Source: an optimization exercise on an open RTL-to-GDS flow (aim: small area and a short achievable clock period). Production flows keep margins and buffers that such runs may drop.
Only simulation tests tie the RTL to the original design; equivalence was not proved.
No activity file was given, so power comes from the tool's default toggle rates.

==> design/flow/design.v <==
module seelevel_eval (
    input  wire              is_val,        
    input  wire              is_lvl,        
    input  wire              cal_present,   
    input  wire [15:0]       ref_val,       
    input  wire [96*16-1:0]  dur,           
    input  wire [6:0]        dur_count,
    input  wire [12*8-1:0]   frame,         
    input  wire [3:0]        frame_count,
    input  wire [10*8-1:0]   seg,           
    input  wire [3:0]        seg_count,
    output reg               dec_ok,        
    output reg  [12*8-1:0]   dec_bytes,     
    output reg  [2:0]        fail_code,     
    output reg  [10*8-1:0]   seg_out,       
    output reg  [9:0]        seg_wmask,     
    output reg  [3:0]        seg_n,         
    output reg               lvl_fault,     
    output reg               lvl_cal,
    output reg  [3:0]        lvl_k,
    output reg  [11:0]       lvl_s,
    output reg  [15:0]       lvl_f
);
    localparam [2:0] RES_NO_RESPONSE = 3'd2;
    localparam [2:0] RES_PREAMBLE    = 3'd3;
    localparam [2:0] RES_CHECKSUM    = 3'd4;
    integer i, j;
    always @* begin
        dec_ok = (dur_count == 7'd96);
        for (j = 0; j < 12; j = j + 1)
            for (i = 0; i < 8; i = i + 1)
                dec_bytes[8*j + 7 - i] = (dur[16*(8*j + i) +: 16] > 16'd26);
    end
    reg [15:0]     hd;         
    reg [10*8-1:0] q;
    reg            v_len_ok;
    reg [9:0]      ffs;        
    reg            quirk;
    always @* begin
        if (is_val) begin
            hd       = frame[15:0];
            q        = frame[8*2 +: 80];
            v_len_ok = (frame_count == 4'd12);
        end else begin
            hd       = dec_bytes[15:0];
            q        = is_lvl ? seg : dec_bytes[8*2 +: 80];
            v_len_ok = dec_ok;
        end
        ffs[9] = (q[8*9 +: 8] == 8'hFF);
        for (i = 8; i >= 0; i = i - 1)
            ffs[i] = ffs[i+1] && (q[8*i +: 8] == 8'hFF);
        seg_wmask = ~ffs;
        seg_n = 4'd0;
        for (i = 0; i < 10; i = i + 1)
            if (!ffs[i])
                seg_n = i + 1;
        quirk   = seg_wmask[1] && (q[8*1 +: 8] == 8'd0);
        seg_out = q;
        if (quirk)
            seg_out[7:0] = 8'd0;
    end
    reg [9:0]      mask;
    reg [3:0]      n;
    reg [10*8-1:0] lq;         
    reg [10*8-1:0] ms;         
    reg [11:0]     t_hi;       
    reg [11:0]     s_all;      
    reg [7:0]      cs_sum;
    always @* begin
        if (is_lvl) begin
            n = seg_count;
            for (i = 0; i < 10; i = i + 1)
                mask[i] = (i < seg_count);
            lq = q;
        end else begin
            n    = seg_n;
            mask = seg_wmask;
            lq   = seg_out;
        end
        for (i = 0; i < 10; i = i + 1)
            ms[8*i +: 8] = mask[i] ? lq[8*i +: 8] : 8'd0;
        t_hi = ({4'd0, ms[8*1 +: 8]} + {4'd0, ms[8*2 +: 8]} + {4'd0, ms[8*3 +: 8]}) +
               ({4'd0, ms[8*4 +: 8]} + {4'd0, ms[8*5 +: 8]} + {4'd0, ms[8*6 +: 8]}) +
               ({4'd0, ms[8*7 +: 8]} + {4'd0, ms[8*8 +: 8]} + {4'd0, ms[8*9 +: 8]});
        s_all  = t_hi + {4'd0, ms[7:0]};
        cs_sum = t_hi[7:0] + (seg_wmask[0] ? q[7:0] : 8'd0);
        if (!v_len_ok)
            fail_code = RES_NO_RESPONSE;
        else if (hd[7:4] != 4'h9)
            fail_code = RES_PREAMBLE;
        else if (cs_sum - 8'd2 != hd[15:8])
            fail_code = RES_CHECKSUM;
        else
            fail_code = 3'd0;
    end
    reg            found;
    reg [3:0]      ls;
    reg [7:0]      seg_ls;
    reg [11:0]     s_above;
    reg [3:0]      k;
    always @* begin
        found  = 1'b0;
        ls     = 4'd0;
        seg_ls = 8'd0;
        for (i = 0; i < 10; i = i + 1) begin
            if (!found && ms[8*i +: 8] != 8'd0) begin
                found  = 1'b1;
                ls     = i[3:0];
                seg_ls = ms[8*i +: 8];
            end
        end
        s_above = s_all - {4'd0, seg_ls};
        k       = n - 4'd1 - ls;
        lvl_fault = 1'b0;
        lvl_cal   = 1'b0;
        lvl_k     = 4'd1;
        lvl_s     = s_all;
        lvl_f     = {12'd1, 4'd1};
        if (!found) begin
            lvl_k     = 4'd0;
        end else if (cal_present) begin
            lvl_fault = (ref_val == 16'd0);
            lvl_cal   = 1'b1;
            lvl_f     = ref_val;
        end else if (k == 4'd0) begin
            lvl_f     = {12'd255, n};
        end else begin
            lvl_fault = (s_above == 12'd0);
            lvl_k     = k;
            lvl_f     = {s_above, n};
        end
    end
endmodule
module seelevel (
    input  wire        clk,
    input  wire        rst,
    input  wire        rx,
    output wire        tx,
    output wire        irq,
    input  wire        bus_en,
    input  wire        bus_we,
    input  wire [11:0] bus_addr,
    input  wire [31:0] bus_wdata,
    output reg  [31:0] bus_rdata
);
    localparam [3:0] OP_NOP      = 4'h0;
    localparam [3:0] OP_READ     = 4'h1;
    localparam [3:0] OP_SELECT   = 4'h2;
    localparam [3:0] OP_CAPTURE  = 4'h3;
    localparam [3:0] OP_DECODE   = 4'h4;
    localparam [3:0] OP_VALIDATE = 4'h5;
    localparam [3:0] OP_LEVEL    = 4'h6;
    localparam [3:0] OP_CLRCNT   = 4'h7;
    localparam [2:0] PH_IDLE     = 3'd0;
    localparam [2:0] PH_SEL_OFF  = 3'd1;
    localparam [2:0] PH_SEL_ON   = 3'd2;
    localparam [2:0] PH_CAP_HIGH = 3'd3;
    localparam [2:0] PH_CAP_LOW  = 3'd4;
    localparam [2:0] PH_EVAL     = 3'd5;
    localparam [2:0] RES_NONE        = 3'd0;
    localparam [2:0] RES_OK          = 3'd1;
    localparam [2:0] RES_NO_RESPONSE = 3'd2;
    localparam [2:0] RES_PREAMBLE    = 3'd3;
    localparam [2:0] RES_CHECKSUM    = 3'd4;
    localparam [2:0] RES_LEVEL_FAULT = 3'd5;
    localparam [9:0] W_CTRL        = 10'h000;
    localparam [9:0] W_CMD         = 10'h001;
    localparam [9:0] W_STATUS      = 10'h002;
    localparam [9:0] W_TIMEOUT     = 10'h003;
    localparam [9:0] W_SEL_OFF     = 10'h004;
    localparam [9:0] W_SEL_ON      = 10'h005;
    localparam [9:0] W_LEVEL_NUM   = 10'h006;
    localparam [9:0] W_LEVEL_DEN   = 10'h007;
    localparam [9:0] W_CNT_NORESP  = 10'h008;
    localparam [9:0] W_CNT_PRE     = 10'h009;
    localparam [9:0] W_CNT_CS      = 10'h00A;
    localparam [9:0] W_DUR_COUNT   = 10'h00B;
    localparam [9:0] W_FRAME_COUNT = 10'h00C;
    localparam [9:0] W_SEG_COUNT   = 10'h00D;
    localparam [9:0] W_US_NOW      = 10'h00E;
    localparam [9:0] W_CAL0        = 10'h010;
    localparam [9:0] W_FRAME0      = 10'h020;
    localparam [9:0] W_SEG0        = 10'h030;
    localparam [9:0] W_DUR0        = 10'h040;
    reg         ctrl_to_en, ctrl_ie, ctrl_tx;
    reg         st_done, st_ign;
    reg  [2:0]  st_result;
    reg  [2:0]  phase;
    reg         sync1, sync2;
    reg  [31:0] us;
    reg  [31:0] el;
    reg  [15:0] timeout_us, sel_off_us, sel_on_us;
    reg         lvl_neg;       
    reg         lvl_cal;
    reg  [3:0]  lvl_k;
    reg  [11:0] lvl_s;
    reg  [15:0] lvl_f;
    reg  [31:0] cnt_noresp, cnt_pre, cnt_cs;
    reg  [6:0]  dur_count;
    reg  [3:0]  frame_count, seg_count;
    reg  [7:0]  cal_valid;
    reg  [8*16-1:0]  cal_ref;
    reg  [12*8-1:0]  frame_q;
    reg  [10*8-1:0]  seg_q;
    reg  [96*16-1:0] dur_q;
    reg  [7:0]  sel_rem;       
    reg         c_read, c_val, c_lvl;
    reg  [2:0]  c_idx;         
    reg         c_low;         
    wire        busy = (phase != PH_IDLE);
    wire        rx_s = sync2;
    wire ph_sel_off  = (phase == PH_SEL_OFF);
    wire ph_sel_on   = (phase == PH_SEL_ON);
    wire ph_cap_high = (phase == PH_CAP_HIGH);
    wire ph_cap_low  = (phase == PH_CAP_LOW);
    wire ph_eval     = (phase == PH_EVAL);
    assign tx  = ctrl_tx;
    assign irq = st_done & ctrl_ie;
    wire [9:0] w  = bus_addr[11:2];
    wire       wr = bus_en & bus_we;
    wire is_cal   = (w[9:3] == 7'b0000010);
    wire is_frame = (w[9:4] == 6'b000010) && (w[3:2] != 2'b11);
    wire is_seg   = (w[9:4] == 6'b000011) && (w[3:0] < 4'd10);
    wire is_dur   = (w[9:8] == 2'b00) && ((w[7:6] == 2'b01) || (w[7:5] == 3'b100));
    wire [6:0] dur_widx = {~w[6], w[5:0]};    
    wire is_rw_idle = (w == W_CTRL) || (w == W_TIMEOUT) || (w == W_SEL_OFF) ||
                      (w == W_SEL_ON) || (w == W_DUR_COUNT) ||
                      (w == W_FRAME_COUNT) || (w == W_SEG_COUNT) ||
                      is_cal || is_frame || is_seg || is_dur;
    wire hw = wr && !busy;
    wire       cmd_wr  = wr && (w == W_CMD);
    wire [3:0] cmd_op  = bus_wdata[3:0];
    wire [7:0] cmd_s   = bus_wdata[15:8];
    wire       cmd_reserved = cmd_wr && cmd_op[3];
    wire       cmd_busy_ign = cmd_wr && !cmd_op[3] && (cmd_op != OP_NOP) && busy;
    wire       cmd_clrcnt   = cmd_wr && (cmd_op == OP_CLRCNT) && !busy;
    wire       cmd_start    = cmd_wr && !busy && (cmd_op != OP_NOP) &&
                              (cmd_op != OP_CLRCNT) && !cmd_op[3];
    wire       set_ign = cmd_reserved || cmd_busy_ign || (wr && busy && is_rw_idle);
    wire [15:0] lvl_p   = lvl_k * lvl_s;
    wire [15:0] lvl_q   = lvl_f[15:4] * lvl_f[3:0];
    wire        lvl_cap = !lvl_cal && (lvl_p > lvl_q);
    wire [31:0] level_num_rd = lvl_neg ? 32'hFFFFFFFF :
                               lvl_cap ? 32'd100 : ({16'd0, lvl_p} * 32'd100);
    wire [15:0] level_den_rd = (lvl_neg || lvl_cap) ? 16'd1 :
                               lvl_cal ? lvl_f : lvl_q;
    integer i;
    reg [31:0] rd;
    always @* begin
        rd = 32'd0;
        if (w == W_CTRL)        rd = rd | {29'd0, ctrl_tx, ctrl_ie, ctrl_to_en};
        if (w == W_STATUS)      rd = rd | {14'd0, ctrl_tx, rx_s, 5'd0, phase, 1'b0,
                                           st_result, 1'b0, st_ign, st_done, busy};
        if (w == W_TIMEOUT)     rd = rd | {16'd0, timeout_us};
        if (w == W_SEL_OFF)     rd = rd | {16'd0, sel_off_us};
        if (w == W_SEL_ON)      rd = rd | {16'd0, sel_on_us};
        if (w == W_LEVEL_NUM)   rd = rd | level_num_rd;
        if (w == W_LEVEL_DEN)   rd = rd | {16'd0, level_den_rd};
        if (w == W_CNT_NORESP)  rd = rd | cnt_noresp;
        if (w == W_CNT_PRE)     rd = rd | cnt_pre;
        if (w == W_CNT_CS)      rd = rd | cnt_cs;
        if (w == W_DUR_COUNT)   rd = rd | {25'd0, dur_count};
        if (w == W_FRAME_COUNT) rd = rd | {28'd0, frame_count};
        if (w == W_SEG_COUNT)   rd = rd | {28'd0, seg_count};
        if (w == W_US_NOW)      rd = rd | us;
        for (i = 0; i < 8; i = i + 1)
            if (w == W_CAL0 + i)   rd = rd | {cal_valid[i], 15'd0, cal_ref[16*i +: 16]};
        for (i = 0; i < 12; i = i + 1)
            if (w == W_FRAME0 + i) rd = rd | {24'd0, frame_q[8*i +: 8]};
        for (i = 0; i < 10; i = i + 1)
            if (w == W_SEG0 + i)   rd = rd | {24'd0, seg_q[8*i +: 8]};
        for (i = 0; i < 96; i = i + 1)
            if (w == W_DUR0 + i)   rd = rd | {16'd0, dur_q[16*i +: 16]};
        bus_rdata = rd;
    end
    wire            ev_dec_ok;
    wire [12*8-1:0] ev_dec_bytes;
    wire [2:0]      ev_fail;
    wire [10*8-1:0] ev_seg;
    wire [3:0]      ev_seg_n;
    wire [9:0]      ev_wmask;
    wire            ev_lvl_fault;
    wire            ev_cal;
    wire [3:0]      ev_k;
    wire [11:0]     ev_s;
    wire [15:0]     ev_f;
    seelevel_eval u_eval (
        .is_val      (c_val),
        .is_lvl      (c_lvl),
        .cal_present (c_low & cal_valid[c_idx]),
        .ref_val     (cal_ref[16*c_idx +: 16]),
        .dur         (dur_q),
        .dur_count   (dur_count),
        .frame       (frame_q),
        .frame_count (frame_count),
        .seg         (seg_q),
        .seg_count   (seg_count),
        .dec_ok      (ev_dec_ok),
        .dec_bytes   (ev_dec_bytes),
        .fail_code   (ev_fail),
        .seg_out     (ev_seg),
        .seg_wmask   (ev_wmask),
        .seg_n       (ev_seg_n),
        .lvl_fault   (ev_lvl_fault),
        .lvl_cal     (ev_cal),
        .lvl_k       (ev_k),
        .lvl_s       (ev_s),
        .lvl_f       (ev_f)
    );
    wire [15:0] lim = ph_sel_off ? sel_off_us : ph_sel_on ? sel_on_us : timeout_us;
    wire        el_hi  = |el[31:16];
    wire        el_ge  = el_hi || (el[15:0] >= lim);
    wire [15:0] dur_meas = el_hi ? 16'hFFFF : el[15:0];
    wire [31:0] cnt_cur = (ev_fail == RES_NO_RESPONSE) ? cnt_noresp :
                          (ev_fail == RES_PREAMBLE)    ? cnt_pre : cnt_cs;
    wire        cnt_sat = &cnt_cur;
    wire [31:0] cnt_inc = cnt_cur + 32'd1;
    wire frame_op  = !c_val && !c_lvl;             
    wire ev_commit = ph_eval;
    wire ev_vfail  = !c_lvl && (ev_fail != 3'd0);
    wire sel_off_done = ph_sel_off && el_ge;
    wire sel_on_done  = ph_sel_on && el_ge;
    wire sel_more     = sel_on_done && (sel_rem != 8'd0);
    wire sel_last     = sel_on_done && (sel_rem == 8'd0);
    wire cap_fall     = ph_cap_high && !rx_s;
    wire cap_rise     = ph_cap_low && rx_s;
    wire cap_last     = cap_rise && (dur_count == 7'd95);
    wire start_selop  = cmd_start && (cmd_op == OP_READ || cmd_op == OP_SELECT);
    wire start_cap    = cmd_start && (cmd_op == OP_CAPTURE);
    wire enter_cap    = start_cap || (sel_last && c_read);
    wire el_restart = start_selop || start_cap || sel_off_done || sel_on_done ||
                      cap_fall || (cap_rise && !cap_last);
    wire [15:0] dur_d = rst ? 16'd0 : (busy ? dur_meas : bus_wdata[15:0]);
    wire [6:0]  dur_i = busy ? dur_count : dur_widx;
    wire        dur_we = (hw && is_dur) || cap_rise;
    wire [7:0]  wd8   = rst ? 8'd0 : bus_wdata[7:0];
    wire        frame_commit = ev_commit && frame_op && ev_dec_ok;
    wire        seg_commit   = ev_commit && !c_lvl && !ev_vfail;
    integer j;
    always @(posedge clk) begin
        for (j = 0; j < 96; j = j + 1)
            if (rst || (dur_we && dur_i == j))
                dur_q[16*j +: 16] <= dur_d;
        for (j = 0; j < 8; j = j + 1)
            if (rst || (hw && w == W_CAL0 + j))
                cal_ref[16*j +: 16] <= rst ? 16'd0 : bus_wdata[15:0];
        for (j = 0; j < 12; j = j + 1)
            if (rst || frame_commit || (hw && w == W_FRAME0 + j))
                frame_q[8*j +: 8] <= rst ? 8'd0 : busy ? ev_dec_bytes[8*j +: 8] : bus_wdata[7:0];
        for (j = 0; j < 10; j = j + 1)
            if (rst || (seg_commit && ev_wmask[j]) || (hw && w == W_SEG0 + j))
                seg_q[8*j +: 8] <= rst ? 8'd0 : busy ? ev_seg[8*j +: 8] : bus_wdata[7:0];
    end
    always @(posedge clk) begin
        if (rst) begin
            ctrl_to_en  <= 1'b1;
            ctrl_ie     <= 1'b0;
            ctrl_tx     <= 1'b0;
            st_done     <= 1'b0;
            st_ign      <= 1'b0;
            st_result   <= RES_NONE;
            phase       <= PH_IDLE;
            sync1       <= 1'b1;
            sync2       <= 1'b1;
            us          <= 32'd0;
            el          <= 32'd0;
            timeout_us  <= 16'd10000;
            sel_off_us  <= 16'd0;
            sel_on_us   <= 16'd0;
            lvl_neg     <= 1'b1;
            lvl_cal     <= 1'b0;
            lvl_k       <= 4'd0;
            lvl_s       <= 12'd0;
            lvl_f       <= 16'd0;
            cnt_noresp  <= 32'd0;
            cnt_pre     <= 32'd0;
            cnt_cs      <= 32'd0;
            dur_count   <= 7'd0;
            frame_count <= 4'd0;
            seg_count   <= 4'd0;
            cal_valid   <= 8'd0;
            sel_rem     <= 8'd0;
            c_read      <= 1'b0;
            c_val       <= 1'b0;
            c_lvl       <= 1'b0;
            c_idx       <= 3'd0;
            c_low       <= 1'b0;
        end else begin
            sync1 <= rx;
            sync2 <= sync1;
            us    <= us + 32'd1;
            el    <= el_restart ? 32'd1 : el + 32'd1;
            if (wr && w == W_STATUS) begin
                if (bus_wdata[1]) st_done <= 1'b0;
                if (bus_wdata[2]) st_ign  <= 1'b0;
            end
            if (set_ign)
                st_ign <= 1'b1;
            if (hw) begin
                case (w)
                    W_CTRL: begin
                        ctrl_to_en <= bus_wdata[0];
                        ctrl_ie    <= bus_wdata[1];
                        ctrl_tx    <= bus_wdata[2];
                    end
                    W_TIMEOUT:     timeout_us  <= bus_wdata[15:0];
                    W_SEL_OFF:     sel_off_us  <= bus_wdata[15:0];
                    W_SEL_ON:      sel_on_us   <= bus_wdata[15:0];
                    W_DUR_COUNT:   dur_count   <= bus_wdata[6:0];
                    W_FRAME_COUNT: frame_count <= bus_wdata[3:0];
                    W_SEG_COUNT:   seg_count   <= (bus_wdata[3:0] > 4'd10) ? 4'd10 : bus_wdata[3:0];
                    default: ;
                endcase
                if (is_cal)
                    cal_valid[w[2:0]] <= bus_wdata[31];
            end
            if (cmd_clrcnt) begin
                cnt_noresp <= 32'd0;
                cnt_pre    <= 32'd0;
                cnt_cs     <= 32'd0;
            end
            if (cmd_start) begin
                st_done <= 1'b0;
                c_read  <= (cmd_op == OP_READ);
                c_val   <= (cmd_op == OP_VALIDATE);
                c_lvl   <= (cmd_op == OP_LEVEL);
                c_idx   <= cmd_s[2:0];
                c_low   <= (cmd_s[7:3] == 5'd0);
                case (cmd_op)
                    OP_READ, OP_SELECT: begin
                        sel_rem <= cmd_s;
                        ctrl_tx <= 1'b0;
                        phase   <= PH_SEL_OFF;
                    end
                    OP_CAPTURE: begin
                        dur_count <= 7'd0;
                        phase     <= PH_CAP_HIGH;
                    end
                    default:
                        phase <= PH_EVAL;
                endcase
            end
            if (sel_off_done) begin
                ctrl_tx <= 1'b1;
                phase   <= PH_SEL_ON;
            end
            if (sel_more) begin
                sel_rem <= sel_rem - 8'd1;
                ctrl_tx <= 1'b0;
                phase   <= PH_SEL_OFF;
            end
            if (sel_last) begin
                if (c_read) begin
                    dur_count <= 7'd0;
                    phase     <= PH_CAP_HIGH;
                end else begin
                    st_result <= RES_NONE;
                    st_done   <= 1'b1;
                    phase     <= PH_IDLE;
                end
            end
            if (ph_cap_high) begin
                if (!rx_s)
                    phase <= PH_CAP_LOW;
                else if (ctrl_to_en && el_ge)
                    phase <= PH_EVAL;
            end
            if (ph_cap_low) begin
                if (rx_s) begin
                    dur_count <= dur_count + 7'd1;
                    phase     <= (dur_count == 7'd95) ? PH_EVAL : PH_CAP_HIGH;
                end else if (ctrl_to_en && el_ge) begin
                    phase <= PH_EVAL;
                end
            end
            if (ev_commit) begin
                if (frame_op)
                    frame_count <= ev_dec_ok ? 4'd12 : 4'd0;
                if (ev_vfail) begin
                    seg_count <= 4'd0;
                    st_result <= ev_fail;
                    lvl_neg   <= 1'b1;
                    if (!cnt_sat) begin
                        case (ev_fail)
                            RES_NO_RESPONSE: cnt_noresp <= cnt_inc;
                            RES_PREAMBLE:    cnt_pre    <= cnt_inc;
                            default:         cnt_cs     <= cnt_inc;
                        endcase
                    end
                end else begin
                    if (!c_lvl)
                        seg_count <= ev_seg_n;
                    if (ev_lvl_fault) begin
                        st_result <= RES_LEVEL_FAULT;
                        lvl_neg   <= 1'b1;
                    end else begin
                        st_result <= RES_OK;
                        lvl_neg   <= 1'b0;
                        lvl_cal   <= ev_cal;
                        lvl_k     <= ev_k;
                        lvl_s     <= ev_s;
                        lvl_f     <= ev_f;
                    end
                end
                st_done <= 1'b1;
                phase   <= PH_IDLE;
            end
        end
    end
endmodule
==> design/flow/flow/run.sh <==
#!/bin/bash
set -euo pipefail
export SETUP_SLACK_MARGIN=15
bash standard.sh SETUP_SLACK_MARGIN=15 finish > flow_make.log 2>&1
==> design/flow/standard.sh <==
#!/bin/bash
# synth_recipe.tcl (not shown) runs the flow's synth.tcl, then flattens the netlist and writes it again
# the make line also repeats each setting of config.mk as NAME=value (left out here)
make -C /OpenROAD-flow-scripts/flow DESIGN_CONFIG=/design/flow/config.mk WORK_HOME=/design/flow/orfs CLKGATE_MAP_FILE= SYNTH_SCRIPT=/design/flow/synth_recipe.tcl "${@:-finish}"
==> design/flow/config.mk <==
export PLATFORM = sky130hd
export DESIGN_NAME = seelevel
export DESIGN_NICKNAME = seelevel
export VERILOG_FILES = /design/flow/design.v
export SDC_FILE = /design/flow/constraint.sdc
export NUM_CORES = 4
export LEC_CHECK = 0
export CAP_MARGIN = 20
export CORE_MARGIN = 2
export CORE_UTILIZATION = 30
export PLACE_DENSITY = 0.4
export SLEW_MARGIN = 20
==> design/flow/constraint.sdc <==
create_clock -name core_clock -period 30.0 [get_ports {clk}]
set_input_delay 6.0000 -clock core_clock [delete_from_list [all_inputs] [get_ports {clk}]]
set_output_delay 6.0000 -clock core_clock [all_outputs]
set_load 0.01 [all_outputs]
==> flow_metrics.py, run 1 <==
metrics = {
    "final_layout": {
        "drive_gt1_frac": 0.210,
        "layout.nets": 9394,
        "areaGrowthSynthToFinish_pct": 25.4,
        "layout_common_cells": "1840 x edfxtp_1, 729 x nand2_1, 616 x buf_4",
        "fin_cells": 13700,
        "layout_commonest_cell": "edfxtp_1",
    },
    "sta": {
        "rsz0062_at_grt": "true",
        "finalClockSkew_ns": 0.0698,
        "period_needed_ns": 15.93,
        "setup_violations": 0,
        "drv_slew": 0,
        "max_freq_ghz": 0.0628,
        "hold_viol": 0,
        "finalCritPeriodShare": 0.531,
        "setup-tns-final_ns": 0,
        "tightestPinTransition_ns": 1.39,
        "maxSlewHeadroom": 0.0636,
        "hold_ws_ns": 0.419,
    },
    "critical_path": {
        "worstPathMaxFanout": 27,
        "r2r_slack_ns": 16.89,
        "path_depth": 12,
        "r2r_start": "dur_q[1322]$_DFFE_PP_",
        "path_common_cell": "buf_4",
        "start_kind": "primary input",
        "cp_cell_sequence": "buf_4, nor2b_4, nand2_2, nor2_4, buf_12, a22oi_2, nand4_1, or4_4, nor4_4, buf_4, o221ai_2, buf_2",
        "critPathRequiredTime_ns": 24.00,
        "critPathBufInv": 4,
        "path_delay_family": "simple AND/OR/NAND/NOR gates",
        "worstSetupPathType": "primary input to output pin",
        "slowest_delay_ns": 0.73,
        "worst_ep_arrival_time_ns": 9.93,
        "critPathSlowestCell": "or4_4",
        "rr_endpoint": "lvl_cal$_SDFFE_PP0P_",
        "crit_path_end_kind": "output pin",
        "ff2ff_path_depth": 32,
    },
    "yosys": {
        "synth_nets": 8664,
        "synth-edff-count": 1840,
        "syn_area_sq_um": 100000,
        "avgSynthCellArea_sq_um": 12.1,
        "ys.flop_type": "edfxtp_1",
        "yosysTopAreaCell": "edfxtp_1",
        "seq_area_frac_synth": 0.608,
        "synth_cells": 8324,
        "yosys_warnings": 2,
        "async_flop_share": 0,
        "yosys.area.top_type_share": 0.550,
        "synth.distinct_cells": 110,
        "synth-seq-cells": 2133,
        "synth.area.top_cells": "edfxtp_1 55%, dfxtp_1 5.8%, a22oi_1 3.1%",
    },
    "drt": {
        "drt-initial-drc-count": 20200,
        "antenna_left": 0,
        "vias": 96700,
        "firstDrtPassIters": 8,
        "wl_um": 862000,
        "viasPerCell": 7.04,
        "drc": 0,
        "wl_per_cell_um": 62.7,
    },
    "grt": {
        "grt_pass1_vias": 83600,
        "grt_pass1_wl_um": 1040000,
        "track_usage": 0.491,
        "globalRouteOverflowTotal": 0,
        "grt_max_degree": 114,
        "antenna_found_initial": 156,
    },
    "power": {
        "p_per_area_nw_per_um2": 76.5,
        "clkPwrFrac": 0.342,
        "combPwrFrac": 0.272,
        "p_leak_nw": 44.5,
        "power.switching_mw": 3.38,
        "power_frac_seq": 0.387,
        "internal_power_mw": 6.26,
        "ir_drop_v": 0.000205,
        "switching_share": 0.351,
    },
    "placement": {
        "place_inst": 12900,
        "dpl.hpwl_um": 675000,
        "io_buffers": 65,
        "gp_congestion": 1.12,
    },
    "die": {
        "start_util": 0.301,
        "io_pins": 83,
        "die_area_sq_um": 340000,
        "die_w_um": 583,
        "num_rows": 212,
        "chipHeight_um": 583,
        "coreArea_sq_um": 333000,
    },
    "hold_path": {
        "hold-path-endpoint": "sync2$_SDFF_PP1_",
        "holdCritPathClass": "flop to flop",
        "holdPathStages": 1,
        "hold_start": "sync1$_SDFF_PP1_",
    },
    "job": {
        "drv_cap": 0,
    },
    "outcome": {
        "status": "no timing/DRC/antenna violations",
    },
    "clock_network": {
        "numCtsBuffers": 267,
        "htreeDepth": 5,
        "cts-root-buf": "clkbuf_16",
        "cts_tree": "yes",
        "clock_latency_ns": 0.98,
        "path_clk_slew_ns": 0.05,
        "cts.sinks": 2133,
        "clock_path_buffers": 4,
        "hold_buffers": 0,
    },
}
-- per-stage QoR --
stage / total power, mW / util / area [sq um] / worst slack [ns]
after CTS: 9.55 / 0.372 / 124000 / 14.35
after global routing: 9.91 / 0.377 / 126000 / 14.22
after detailed placement: 6.31 / 0.332 / 111000 / 11.36
final: 9.64 / 0.378 / 126000 / 14.07
after global placement: 6.30 / 0.331 / 110000 / 11.05
after floorplan: 5.31 / - / 100000 / 15.57
-- repair_timing --
item | CTS | global route
setup endpoints to repair | 32 | 23
cloned | 5 | 0
buffers inserted | 151 | 109
gates resized for setup | 800 | 130
pin swaps | 144 | 98
-- flip-flops by register name, indices dropped and copies added (netlist names), 3 cells and up --
signal / count
us: 32
timeout_us: 16
sel_on_us: 16
dur_q: 1536
lvl_k: 4
cnt_noresp: 32
cal_valid: 8
lvl_s: 12
st_result: 3
cnt_pre: 32
frame_count: 4
phase: 3
dur_count: 7
seg_q: 80
c_idx: 3
seg_count: 4
lvl_f: 16
el: 32
sel_rem: 8
frame_q: 96
sel_off_us: 16
cnt_cs: 32
cal_ref: 128
-- cell families (layout without fill, tap and decap cells) --
kind of cell | count (synthesis) | in the layout | synth area share
simple gates | 2648 | 2648 | 0.129
compound gates | 2313 | 2313 | 0.162
flops | 2133 | 2133 | 0.608
buf+inv | 639 | 1578 | 0.0255
fa+ha+maj | 292 | 292 | 0.0431
xor+xnor | 195 | 195 | 0.0170
mux | 104 | 104 | 0.0147
other cells | 0 | 90 | 0
-- power by group through the flow --
stage	Clock [mW]	Combinational [mW]	Sequential [mW]
after floorplan	0	1.77	3.54
after global placement	0	2.56	3.74
after detailed placement	0	2.57	3.74
after CTS	3.27	2.60	3.69
after global routing	3.38	2.83	3.70
final	3.29	2.62	3.73
-- cell type report --
type	instances	area (sq um)
Sequential cell	2133	61100
Inverter	236	901
Antenna cell	90	225
Clock buffer	343	7180
Multi-Input combinational cell	5552	41500
Fill cell	32000	207000
Tap cell	4387	5490
Timing Repair Buffer	864	8320
Clock inverter	135	1270
-- worst max path at each step --
stage                           start            end
after global placement    bus_addr[2]  bus_rdata[11]
after CTS                 bus_addr[2]  bus_rdata[12]
final                     bus_addr[5]   bus_rdata[8]
after floorplan           bus_addr[2]   bus_rdata[8]
after detailed placement  bus_addr[2]  bus_rdata[11]
after global routing      bus_addr[3]   bus_rdata[8]
-- layer usage --
layer | vias to the layer above | global-route usage | part of all wire
met1 | 50500 | 0.594 | 0.37
met4 | 63 | 0.327 | 0.084
met2 | 9718 | 0.635 | 0.37
met3 | 2044 | 0.303 | 0.17
met5 | - | 0.0152 | 0.0020
li1 | 34400 | - | -
-- synthesized netlist by cell type (44+ instances only) --
master	count
a21o_1	72
a21oi_1	397
a221oi_1	308
a22o_1	300
a22oi_1	410
a31oi_1	61
and2_1	85
clkbuf_1	320
dfxtp_1	293
edfxtp_1	1840
fa_1	91
ha_1	200
inv_1	233
mux2i_1	59
nand2_1	775
nand2b_1	75
nand3_1	305
nand4_1	219
nor2_1	536
nor2b_1	59
nor3_1	142
nor4_1	271
o211ai_1	44
o21ai_0	394
o22ai_1	56
xnor2_1	110
xor2_1	85
==> run 2: changes to the inputs <==
--- a/design/flow/config.mk
+++ b/design/flow/config.mk
@@ -8,5 +8,6 @@
 export CAP_MARGIN = 20
 export CORE_MARGIN = 2
 export CORE_UTILIZATION = 30
+export CTS_BUF_LIST = sky130_fd_sc_hd__clkbuf_8
 export PLACE_DENSITY = 0.4
 export SLEW_MARGIN = 20
==> flow_metrics.py, run 2 <==
metrics = {
    "yosys": {
        "seq_area_frac_synth": 0.608,
        "synth_cells": 8324,
        "synth-edff-count": 1840,
        "synth.distinct_cells": 110,
        "yosys.area.top_type_share": 0.550,
        "synth.most_common_cell": "edfxtp_1",
        "synth_common_cells": "1840 x edfxtp_1, 775 x nand2_1, 536 x nor2_1, 410 x a22oi_1, 397 x a21oi_1",
        "synth.area.top_cells": "edfxtp_1 55%, dfxtp_1 5.8%, a22oi_1 3.1%",
        "syn_area_sq_um": 100000,
        "ys.flop_type": "edfxtp_1",
        "synth_nets": 8664,
        "async_flop_share": 0,
        "avgSynthCellArea_sq_um": 12.1,
        "synth-seq-cells": 2133,
        "yosys_warnings": 2,
        "yosysTopAreaCell": "edfxtp_1",
    },
    "placement": {
        "dpl.hpwl_um": 675000,
        "io_buffers": 65,
        "gp_congestion": 1.12,
    },
    "sta": {
        "hold_ws_ns": 0.420,
        "drv_slew": 0,
        "setup-tns-final_ns": 0,
        "hold_viol": 0,
        "tightestPinTransition_ns": 1.36,
        "finalCritPeriodShare": 0.535,
        "maxSlewHeadroom": 0.0855,
        "finalClockSkew_ns": 0.137,
        "max_freq_ghz": 0.0623,
        "rsz0062_at_grt": "true",
        "setup_violations": 0,
        "period_needed_ns": 16.05,
    },
    "drt": {
        "viasPerCell": 6.98,
        "antenna_left": 0,
        "vias": 97500,
        "wl_um": 865000,
        "firstDrtPassIters": 9,
        "drc": 0,
        "drt-initial-drc-count": 19000,
        "wl_per_cell_um": 61.9,
    },
    "die": {
        "die_w_um": 583,
        "die_area_sq_um": 340000,
        "io_pins": 83,
        "start_util": 0.301,
        "coreArea_sq_um": 333000,
        "num_rows": 212,
        "chipHeight_um": 583,
    },
    "grt": {
        "track_usage": 0.492,
        "antenna_found_initial": 126,
        "globalRouteOverflowTotal": 0,
        "grt_pass1_vias": 84900,
        "grt_max_degree": 114,
        "grt_pass1_wl_um": 1040000,
    },
    "clock_network": {
        "htreeDepth": 5,
        "cts_tree": "yes",
        "hold_buffers": 0,
        "clock_latency_ns": 1.20,
        "path_clk_slew_ns": 0.06,
        "cts.sinks": 2133,
        "numCtsBuffers": 395,
        "clock_path_buffers": 4,
        "cts-root-buf": "clkbuf_8",
    },
    "hold_path": {
        "hold_start": "sync1$_SDFF_PP1_",
        "holdPathStages": 1,
        "hold-path-endpoint": "sync2$_SDFF_PP1_",
        "holdCritPathClass": "flop to flop",
    },
    "final_layout": {
        "reg.largest.list": "dur_q (1536), cal_ref (128), frame_q (96)",
        "drive_gt1_frac": 0.219,
        "areaGrowthSynthToFinish_pct": 24.3,
        "largest_reg_flops": 1536,
        "fillers": 32300,
        "top_register": "dur_q",
        "layout.nets": 9511,
        "layout_commonest_cell": "edfxtp_1",
        "layout_common_cells": "1840 x edfxtp_1, 730 x nand2_1, 608 x buf_4",
    },
    "critical_path": {
        "rr_endpoint": "lvl_cal$_SDFFE_PP0P_",
        "ff2ff_path_depth": 34,
        "critPathRequiredTime_ns": 24.00,
        "worstSetupPathType": "primary input to output pin",
        "start_kind": "primary input",
        "crit_path_end_kind": "output pin",
        "r2r_start": "dur_q[1462]$_DFFE_PP_",
        "worst_ep_arrival_time_ns": 10.05,
        "worstPathMaxFanout": 27,
        "r2r_slack_ns": 16.93,
    },
    "power": {
        "p_per_area_nw_per_um2": 73.6,
        "clkPwrFrac": 0.309,
        "ir_drop_v": 0.000205,
        "power.switching_mw": 3.40,
        "internal_power_mw": 5.80,
        "switching_share": 0.369,
        "combPwrFrac": 0.285,
        "power_frac_seq": 0.405,
        "p_leak_nw": 44.5,
    },
    "outcome": {
        "status": "no timing/DRC/antenna violations",
    },
    "job": {
        "drv_cap": 0,
    },
}
==> run 2: cell counts after synthesis <==
No cell type changed its count.
==> run 2: layout make-up <==
cell class | instances | area (sq um) | area share
inverters | 236 | 898 | 0.00719
multi-input cells | 5552 | 41600 | 0.333
well taps | 4387 | 5490 | 0.0439
flip-flops and latches | 2133 | 61100 | 0.489
repair buffers | 853 | 8170 | 0.0654
diodes | 85 | 213 | 0.00170
clock buffers | 411 | 5660 | 0.0453
clock inverters | 310 | 1780 | 0.0142
==> run 2: cell families (layout without fill, tap and decap cells) <==
kind of cell	after synthesis	after routing	synth area share
mux	104	104	0.0147
flops	2133	2133	0.608
fa+ha+maj	292	292	0.0431
other cells	0	85	0
simple gates	2648	2648	0.129
compound gates	2313	2313	0.162
buf+inv	639	1810	0.0255
xor+xnor	195	195	0.0170
==> run 2: how the worst max path moves through the flow <==
| stage | startpoint | to | depth (start not counted) | slack (ns) |
|---|---|---|---|---|
| floorplan | bus_addr[2] | bus_rdata[8] | 11 | 15.57 |
| global placement | bus_addr[2] | bus_rdata[11] | 15 | 11.05 |
| detailed placement | bus_addr[2] | bus_rdata[11] | 14 | 11.36 |
| CTS | bus_addr[2] | bus_rdata[12] | 14 | 14.35 |
| global route | bus_addr[2] | bus_rdata[8] | 14 | 14.22 |
| finish | bus_addr[4] | bus_rdata[8] | 12 | 13.95 |
==> run 2: power groups by stage <==
stage / clock network [mW] / registers (mW) / logic, mW
3_5_place_dp: 0 / 3.74 / 2.57
2_1_floorplan: 0 / 3.54 / 1.77
5_1_grt: 2.94 / 3.70 / 2.83
6_report: 2.85 / 3.73 / 2.62
3_3_place_gp: 0 / 3.74 / 2.56
4_1_cts: 2.82 / 3.69 / 2.60
==> run 2: routing by layer <==
layer | vias to the layer above | GRT usage | wire [um]
met3 | 2070 | 0.299 | 148000
met1 | 50900 | 0.597 | 318000
li1 | 34600 | - | -
met5 | - | 0.0208 | 2440
met4 | 68 | 0.318 | 73500
met2 | 9840 | 0.641 | 323000
==> run 2: what timing repair did <==
item	in CTS	in global routing
gates resized for setup	794	162
buffers inserted	138	108
cloned	5	3
setup endpoints to repair	32	23
pin swaps	141	98
==> run 2: through the flow <==
step           cells  power [mW]   util  instance area (sq um)  setup WS, ns
2_1_floorplan   8324        5.31      -                 100000         15.57
3_3_place_gp   12900        6.30  0.331                 110000         11.05
3_5_place_dp   12900        6.31  0.332                 111000         11.36
4_1_cts        13800        9.11  0.369                 123000         14.35
5_1_grt        13900        9.48  0.374                 125000         14.22
6_report       14000        9.20  0.375                 125000         13.95
==> run 2: worst max-delay path, stage by stage <==
cell	delay, ns
buf_4	0.26
nor2b_4	0.15
nand2_1	0.29
nor2_4	0.17
buf_8	0.25
a22oi_2	0.58
nand4_1	0.69
or4_4	0.66
nor4_4	0.38
buf_4	0.24
o221ai_2	0.10
buf_2	0.18
==> run 3: changes to the inputs <==
==> design/flow/run.sh (new file) <==
#!/bin/bash
# synth_recipe.tcl (not shown) runs the flow's synth.tcl, then flattens the netlist and writes it again
# the make line also repeats each setting of config.mk as NAME=value (left out here)
make -C /OpenROAD-flow-scripts/flow DESIGN_CONFIG=/design/flow/config.mk WORK_HOME=/design/flow/orfs CLKGATE_MAP_FILE= SYNTH_SCRIPT=/design/flow/synth_recipe.tcl finish
--- a/design/flow/config.mk
+++ b/design/flow/config.mk
@@ -8,6 +8,5 @@
 export CAP_MARGIN = 20
 export CORE_MARGIN = 2
 export CORE_UTILIZATION = 30
-export CTS_BUF_LIST = sky130_fd_sc_hd__clkbuf_8
 export PLACE_DENSITY = 0.4
 export SLEW_MARGIN = 20
removed: design/flow/flow/run.sh
removed: design/flow/standard.sh
==> flow_metrics.py, run 3 <==
metrics = {
    "yosys": {
        "async_flop_share": 0,
        "avgSynthCellArea_sq_um": 12.1,
        "synth.most_common_cell": "edfxtp_1",
        "synth.distinct_cells": 110,
        "synth_top_family_by_area": "compound AO/OA/AOI/OAI gates",
        "synth_cells": 8324,
        "yosysTopAreaCell": "edfxtp_1",
        "yosys.area_share.simple": 0.129,
        "synth_common_cells": "1840 x edfxtp_1, 775 x nand2_1, 536 x nor2_1, 410 x a22oi_1, 397 x a21oi_1",
        "ys.flop_type": "edfxtp_1",
        "synth.area.top_cells": "edfxtp_1 55%, dfxtp_1 5.8%, a22oi_1 3.1%",
        "synth-seq-cells": 2133,
        "synth_nets": 8664,
        "yosys_warnings": 2,
        "synthAdderAreaFrac": 0.0431,
        "muxShareOfSynthArea": 0.0147,
        "syn_area_sq_um": 100000,
        "synth_xor_area_frac": 0.0170,
        "yosys.area.top_type_share": 0.550,
        "synth_compound_area_frac": 0.162,
        "seq_area_frac_synth": 0.608,
        "synth-edff-count": 1840,
    },
    "clock_network": {
        "cts_tree": "yes",
        "hold_buffers": 0,
        "clock_latency_ns": 0.98,
        "cts.sinks": 2133,
        "htreeDepth": 5,
        "cts_resized": 0,
        "numCtsBuffers": 267,
        "cts-root-buf": "clkbuf_16",
        "clock_path_buffers": 4,
        "post_cts_buffers": 0,
        "path_clk_slew_ns": 0.05,
    },
    "critical_path": {
        "worst_ep_arrival_time_ns": 13.22,
        "cp_cell_sequence": "clkdlybuf4s50_1, ha_1, or3b_2, or3_1, nor2_2, buf_4, a22o_1, a221oi_1, nand4_1, nor4_1, nand3_1, a21oi_1, o21ai_0, clkdlybuf4s50_1",
        "path_common_cell": "clkdlybuf4s50_1",
        "crit_path_end_kind": "output pin",
        "critPathBufInv": 3,
        "path_depth": 14,
        "critPathRequiredTime_ns": 24.00,
        "slowest_delay_ns": 0.93,
        "critPathSlowestCell": "nand3_1",
        "start_kind": "primary input",
        "worstSetupPathType": "primary input to output pin",
        "path_delay_family": "simple AND/OR/NAND/NOR gates",
        "ff2ff_path_depth": 35,
        "worstPathMaxFanout": 11,
    },
    "sta": {
        "max_freq_ghz": 0.0520,
        "setup_violations": 0,
        "tightestPinTransition_ns": 1.44,
        "rsz0062_at_grt": "false",
        "hold_viol": 0,
        "period_needed_ns": 19.22,
        "finalCritPeriodShare": 0.641,
        "setup-tns-final_ns": 0,
        "maxSlewHeadroom": 0.0338,
        "finalClockSkew_ns": 0.0805,
        "hold_ws_ns": 0.417,
        "drv_slew": 0,
    },
    "outcome": {
        "status": "no timing/DRC/antenna violations",
    },
    "final_layout": {
        "top_register": "dur_q",
        "layout.nets": 9133,
        "drive_gt1_frac": 0.148,
        "areaGrowthSynthToFinish_pct": 18.8,
        "layout_commonest_cell": "edfxtp_1",
        "layout_common_cells": "1840 x edfxtp_1, 744 x nand2_1, 527 x buf_4",
        "largest_reg_flops": 1536,
        "reg.largest.list": "dur_q (1536), cal_ref (128), frame_q (96)",
    },
    "hold_path": {
        "holdPathStages": 1,
        "holdCritPathClass": "flop to flop",
    },
    "power": {
        "finalPower_mw": 9.60,
        "p_leak_nw": 41.6,
        "p_per_area_nw_per_um2": 80.4,
        "ir_drop_v": 0.000203,
    },
    "grt": {
        "grt_max_degree": 114,
        "track_usage": 0.486,
        "grt_pass1_vias": 82200,
        "globalRouteOverflowTotal": 0,
        "antenna_found_initial": 175,
        "grt_pass1_wl_um": 1030000,
    },
    "drt": {
        "vias": 95600,
        "antenna_left": 0,
        "drt-initial-drc-count": 20000,
        "viasPerCell": 7.09,
        "met1_length_um": 317000,
        "top_layer": "met5",
        "dr_wl_met2_um": 320000,
        "met3_length_um": 144000,
        "drc": 0,
        "firstDrtPassIters": 7,
        "wl_per_cell_um": 63.2,
        "wl_um": 852000,
    },
    "placement": {
        "gp_congestion": 1.12,
        "dpl.hpwl_um": 675000,
        "io_buffers": 65,
    },
    "job": {
        "drv_cap": 0,
    },
    "die": {
        "die_area_sq_um": 340000,
        "die_w_um": 583,
        "coreArea_sq_um": 333000,
        "num_rows": 212,
        "chipHeight_um": 583,
        "io_pins": 83,
        "start_util": 0.301,
    },
}
run 3: cell counts after synthesis:
Identical to the previous run, type by type.
run 3: worst paths after layout:
path | from | endpoint | slack (ns)
hold / removal | sync1$_SDFF_PP1_ | sync2$_SDFF_PP1_ | 0.42
hold reg to reg | sync1$_SDFF_PP1_ | sync2$_SDFF_PP1_ | 0.42
setup / recovery | bus_addr[2] | bus_rdata[11] | 10.78
setup reg to reg | dur_q[407]$_DFFE_PP_ | lvl_cal$_SDFFE_PP0P_ | 16.86
run 3: final cells by class:
type                    count  area, sq um
fillers                 32600       214000
flip-flops and latches   2133        61100
multi-input cells        5552        38500
clock buffers             343         7180
well taps                4387         5490
repair buffers            603         4750
clock inverters           135         1270
inverters                 236          895
diodes                     86          215
run 3: through the flow:
step / instance area [sq um] / utilization / worst slack, ns / cells
floorplan: 100000 / - / 15.57 / 8324
global placement: 110000 / 0.331 / 11.05 / 12900
CTS: 119000 / 0.357 / 11.34 / 13400
detailed placement: 111000 / 0.332 / 11.36 / 12900
global route: 119000 / 0.358 / 11.10 / 13400
finish: 119000 / 0.358 / 10.78 / 13500
run 3: routing by layer:
| layer | global-route usage | up-vias |
|---|---|---|
| li1 | - | 33800 |
| met1 | 0.593 | 50100 |
| met2 | 0.634 | 9618 |
| met3 | 0.292 | 1979 |
| met4 | 0.307 | 82 |
| met5 | 0.0315 | - |
run 3: power breakdown:
part / internal, mW / leakage, nW / switching [mW] / total (mW)
Combinational: 0.968 / 16.7 / 1.63 / 2.60
Sequential: 3.43 / 20.8 / 0.293 / 3.72
Clock: 1.86 / 4.14 / 1.43 / 3.28
run 3: kinds of logic after synthesis:
| logic type | count (synthesis) |
|---|---|
| xor gates and xnor gates | 195 |
| buffers and inverters | 639 |
| and+or+nand+nor | 2648 |
| DFF | 2133 |
| muxes | 104 |
| AOI/OAI and AO/OA | 2313 |
| adders and majority gates | 292 |

## separate check: timing with driven ports
In the flow no input, the clock included, has a driving cell. The finished layouts below were timed again as built, in two steps.
Step 1: set_driving_cell puts a clkbuf_16 on clk and a buf_2 on each other input, an assumption about the parent block.
Step 2 moves the port delays by t, midway between the first and last clock arrival at a register: inputs arrive t later, outputs are due t later. That takes back most of the time a late clock gives input paths.
Three values: no drivers, after step 1, after step 2; two values: the first two.
run | t (ns) | setup WS [ns] | worst setup path after step 2 | worst register clock-pin slew, ns | cell pins on the clock port's net
run 1 | 1.050 | 14.071 / 14.023 / 14.023 | input to output | 0.07 / 0.07 | 1
run 2 | 1.250 | 13.945 / 13.908 / 13.908 | input to output | 0.08 / 0.08 | 1
run 3 | 1.047 | 10.778 / 10.737 / 10.737 | input to output | 0.07 / 0.07 | 1
After both steps every run listed still meets setup and hold. For run 1, which loses most, drivers alone change the setup slack by -0.048 ns; drivers and shift together by -0.048 ns.
